Background: an optimization exercise with open tools, aiming at small area, a short achievable clock period and few clock cycles per item. Do not read the settings as production practice.
Where RTL was checked, it was by simulation tests only, not by an equivalence proof against the original.

## cbc_aes_dec
module cbc_aes_dec (
    input  wire         clk,
    input  wire         rst,         
    input  wire         key_load,    
    input  wire [127:0] key_in,
    input  wire         iv_load,     
    input  wire [127:0] iv_in,
    input  wire         blk_valid,   
    input  wire [127:0] blk_in,
    output reg          ready,
    output reg          out_valid,   
    output reg  [127:0] out_data
);
Size: ~8400 cells after synthesis, roughly 1300 flip-flops, ~520 I/O pins.
==> flow/config.mk <==
export PLATFORM = sky130hd
export DESIGN_NAME = cbc_aes_dec
export DESIGN_NICKNAME = cbc_aes_dec
export VERILOG_FILES = /design/flow/design.v
export SDC_FILE = /design/flow/constraint.sdc
export NUM_CORES = 8
export LEC_CHECK = 0
export CAP_MARGIN = 20
export CORE_MARGIN = 2
export CORE_UTILIZATION = 60
export CTS_CLUSTER_DIAMETER = 80
export CTS_CLUSTER_SIZE = 24
export GPL_ROUTABILITY_DRIVEN = 0
export PLACE_DENSITY = 0.7
export SLEW_MARGIN = 20
export SYNTH_HIERARCHICAL = 1
==> flow/constraint.sdc <==
create_clock -name core_clock -period 10.0 [get_ports {clk}]
set_input_delay 2.0000 -clock core_clock [delete_from_list [all_inputs] [get_ports {clk}]]
set_output_delay 2.0000 -clock core_clock [all_outputs]
set_load 0.01 [all_outputs]
standard.sh (not shown) runs the stock make flow with config.mk's settings and CLKGATE_MAP_FILE= SYNTH_SCRIPT=/design/flow/synth_recipe.tcl, a recipe that flattens the netlist after the stock synthesis.
==> flow/flow/run.sh <==
#!/bin/bash
# The standard layout (the standard.sh, unchanged synthesis), with
#  - the port buffers made with the smallest buffer cell (every port still gets one).
export SETUP_SLACK_MARGIN=6.75
export BUFFER_PORTS_ARGS="-buffer_cell sky130_fd_sc_hd__buf_1"
bash standard.sh > standard.log 2>&1
Testbench counts at the start, summed over its fixed seeds: cycles 25,069, blocks 2,457.
Rerun with:
==> flow/flow/run.sh (replaced) <==
#!/bin/bash
# The standard layout (the standard.sh, unchanged synthesis), with
#  - the port buffers made with the smallest buffer cell (every port still gets one).
export SETUP_SLACK_MARGIN=6.8
export BUFFER_PORTS_ARGS="-buffer_cell sky130_fd_sc_hd__buf_1"
bash standard.sh > standard.log 2>&1
Setup slack improves by 0.070 ns.
Flip-flop and latch count is unchanged.
Core utilization rose by 1.1 points.
Clock skew rose by 0.0037 ns.
Worst hold slack improves by 0.013 ns.
Rerun with:
- CTS_CLUSTER_DIAMETER: 80 -> 70
- CTS_CLUSTER_SIZE: 24 -> 20
The new run completed without violations.
Cell count climbs by 0.35%.
Hold slack is about the same.
Fmax decreases by about 0.7%.
Via count went up by 0.59%.
Setup slack loses 0.023 ns.
Global-route usage increases by 0.46 points.

========
oak:
cbc_aes_dec, a different RTL version from the one above (not shown whole).
Size in the first run: roughly 8600 cells after synthesis, about 1300 flip-flops, about 79000 µm² of cells after synthesis.
clock: 10.0 ns
lec_check: 0
cap_margin: 20
core_margin: 2
core_utilization: 60
cts_cluster_diameter: 80
cts_cluster_size: 24
slew_margin: 20
synth_hierarchical: 1
==> flow/flow/run.sh <==
#!/bin/bash
# The standard layout (the standard.sh, unchanged synthesis), with
#  - the port buffers made with the smallest buffer cell (every port still gets one).
export SETUP_SLACK_MARGIN=6.4
export BUFFER_PORTS_ARGS="-buffer_cell sky130_fd_sc_hd__buf_1"
bash standard.sh > standard.log 2>&1
Modified inputs, pine compared to oak
diff --git a/flow/flow/run.sh b/flow/flow/run.sh
--- a/flow/flow/run.sh
+++ b/flow/flow/run.sh
@@ -3,3 +3,3 @@
 #  - the port buffers made with the smallest buffer cell (every port still gets one).
-export SETUP_SLACK_MARGIN=6.4
+export SETUP_SLACK_MARGIN=6.6
 export BUFFER_PORTS_ARGS="-buffer_cell sky130_fd_sc_hd__buf_1"
diff --git a/flow/config.mk b/flow/config.mk
--- a/flow/config.mk
+++ b/flow/config.mk
@@ -9,5 +9,3 @@
 export CORE_MARGIN = 2
-export CORE_UTILIZATION = 60
-export CTS_CLUSTER_DIAMETER = 80
-export CTS_CLUSTER_SIZE = 24
+export CORE_UTILIZATION = 50
 export SLEW_MARGIN = 20
==> comparison <==
On pre-CTS worst setup slack, oak loses to pine. Of the two candidates, oak has the worse peak clock frequency supported by timing and pine the better one. | share of the core filled with cells | pine vs oak | 9.0 points lower |.
Function was not checked in any run of this note: the RTL went through the layout flow alone.

========
== branch pepper ==
Starting RTL as in the previous note.
clock: 10.0 ns
lec_check: 0
cap_margin: 20
core_margin: 2
core_utilization: 60
cts_cluster_diameter: 80
cts_cluster_size: 24
slew_margin: 20
synth_hierarchical: 1
==> flow/flow/run.sh <==
#!/bin/bash
# The standard layout (the standard.sh, unchanged synthesis), with
#  - the port buffers made with the smallest buffer cell (every port still gets one).
export SETUP_SLACK_MARGIN=6.8
export BUFFER_PORTS_ARGS="-buffer_cell sky130_fd_sc_hd__buf_1"
bash standard.sh > standard.log 2>&1
branch pepper finished every step from synthesis to the final layout, and the layout passed the timing, design-rule and antenna checks.
diff inputs: branch pepper => branch yarrow
--- a/flow/flow/run.sh
+++ b/flow/flow/run.sh
@@ -3,3 +3,3 @@
 #  - the port buffers made with the smallest buffer cell (every port still gets one).
-export SETUP_SLACK_MARGIN=6.8
+export SETUP_SLACK_MARGIN=7.0
 export BUFFER_PORTS_ARGS="-buffer_cell sky130_fd_sc_hd__buf_1"
Against branch pepper, met3 wirelength from detailed routing in branch yarrow rose by more than 10%.
[branch yarrow vs branch pepper] worst-case setup slack after placement: lower in branch yarrow
Diff branch yarrow and branch pepper: number of fill cells in the layout higher in branch pepper
End point of the critical path = ready: branch yarrow; end point of the critical path = st0[71]: branch pepper
The run showing the greater global-route wire length before repair is branch yarrow.
Diff branch pepper -> branch yarrow: via count went up about 3.7%, data required time of the critical path went down 2.66 ns, overall global routing resource usage went up 1.8 points, global routing met3 resource utilization went up 1.3 points.
Going from branch pepper to branch yarrow, detail-routed net length per standard cell moved up.
No functional check of the RTL was part of any run of this note.

==> separate check: timing with driven ports <==
Ports are ideal in the flow. The routed layouts listed here were re-timed in OpenROAD. Step 1, drivers: a clkbuf_16 drives clk and a buf_2 each remaining input, both assumed. Step 2 adds t to the input delays and takes it off the output delays; t is the mean of the earliest and latest rising clock arrival at the registers after step 1. Input paths then give back, and output paths get back, about the clock's delay inside the block. Three values: ideal, step 1, step 2; two values: the first two.
run | shift t [ns] | setup slack, ns | hold slack, ns | slew at the worst register clock pin (ns) | worst slew at a driven data input, ns
the first run of note 1 | 0.807 | 6.632 / 6.632 / 5.938 | 0.334 / 0.334 / 0.334 | 0.10 / 0.10 | 0.06
the second run of note 1 | 0.829 | 6.703 / 6.632 / 6.024 | 0.347 / 0.347 / 0.347 | 0.11 / 0.11 | 0.06
the third run of note 1 | 0.839 | 6.679 / 6.595 / 6.001 | 0.349 / 0.349 / 0.349 | 0.10 / 0.10 | 0.06
oak | 0.823 | 6.315 / 6.315 / 5.623 | 0.306 / 0.306 / 0.306 | 0.10 / 0.10 | 0.21
pine | 0.874 | 6.562 / 6.559 / 5.786 | 0.313 / 0.313 / 0.313 | 0.07 / 0.07 | 0.14
branch pepper | 0.804 | 6.680 / 6.680 / 5.961 | 0.310 / 0.310 / 0.310 | 0.10 / 0.10 | 0.10
branch yarrow | 0.821 | 6.750 / 6.660 / 5.866 | 0.316 / 0.316 / 0.316 | 0.10 / 0.10 | 0.36
After both steps every run listed still meets setup and hold. For branch yarrow, which loses most, drivers alone change the setup slack by -0.090 ns; drivers and shift together by -0.884 ns.
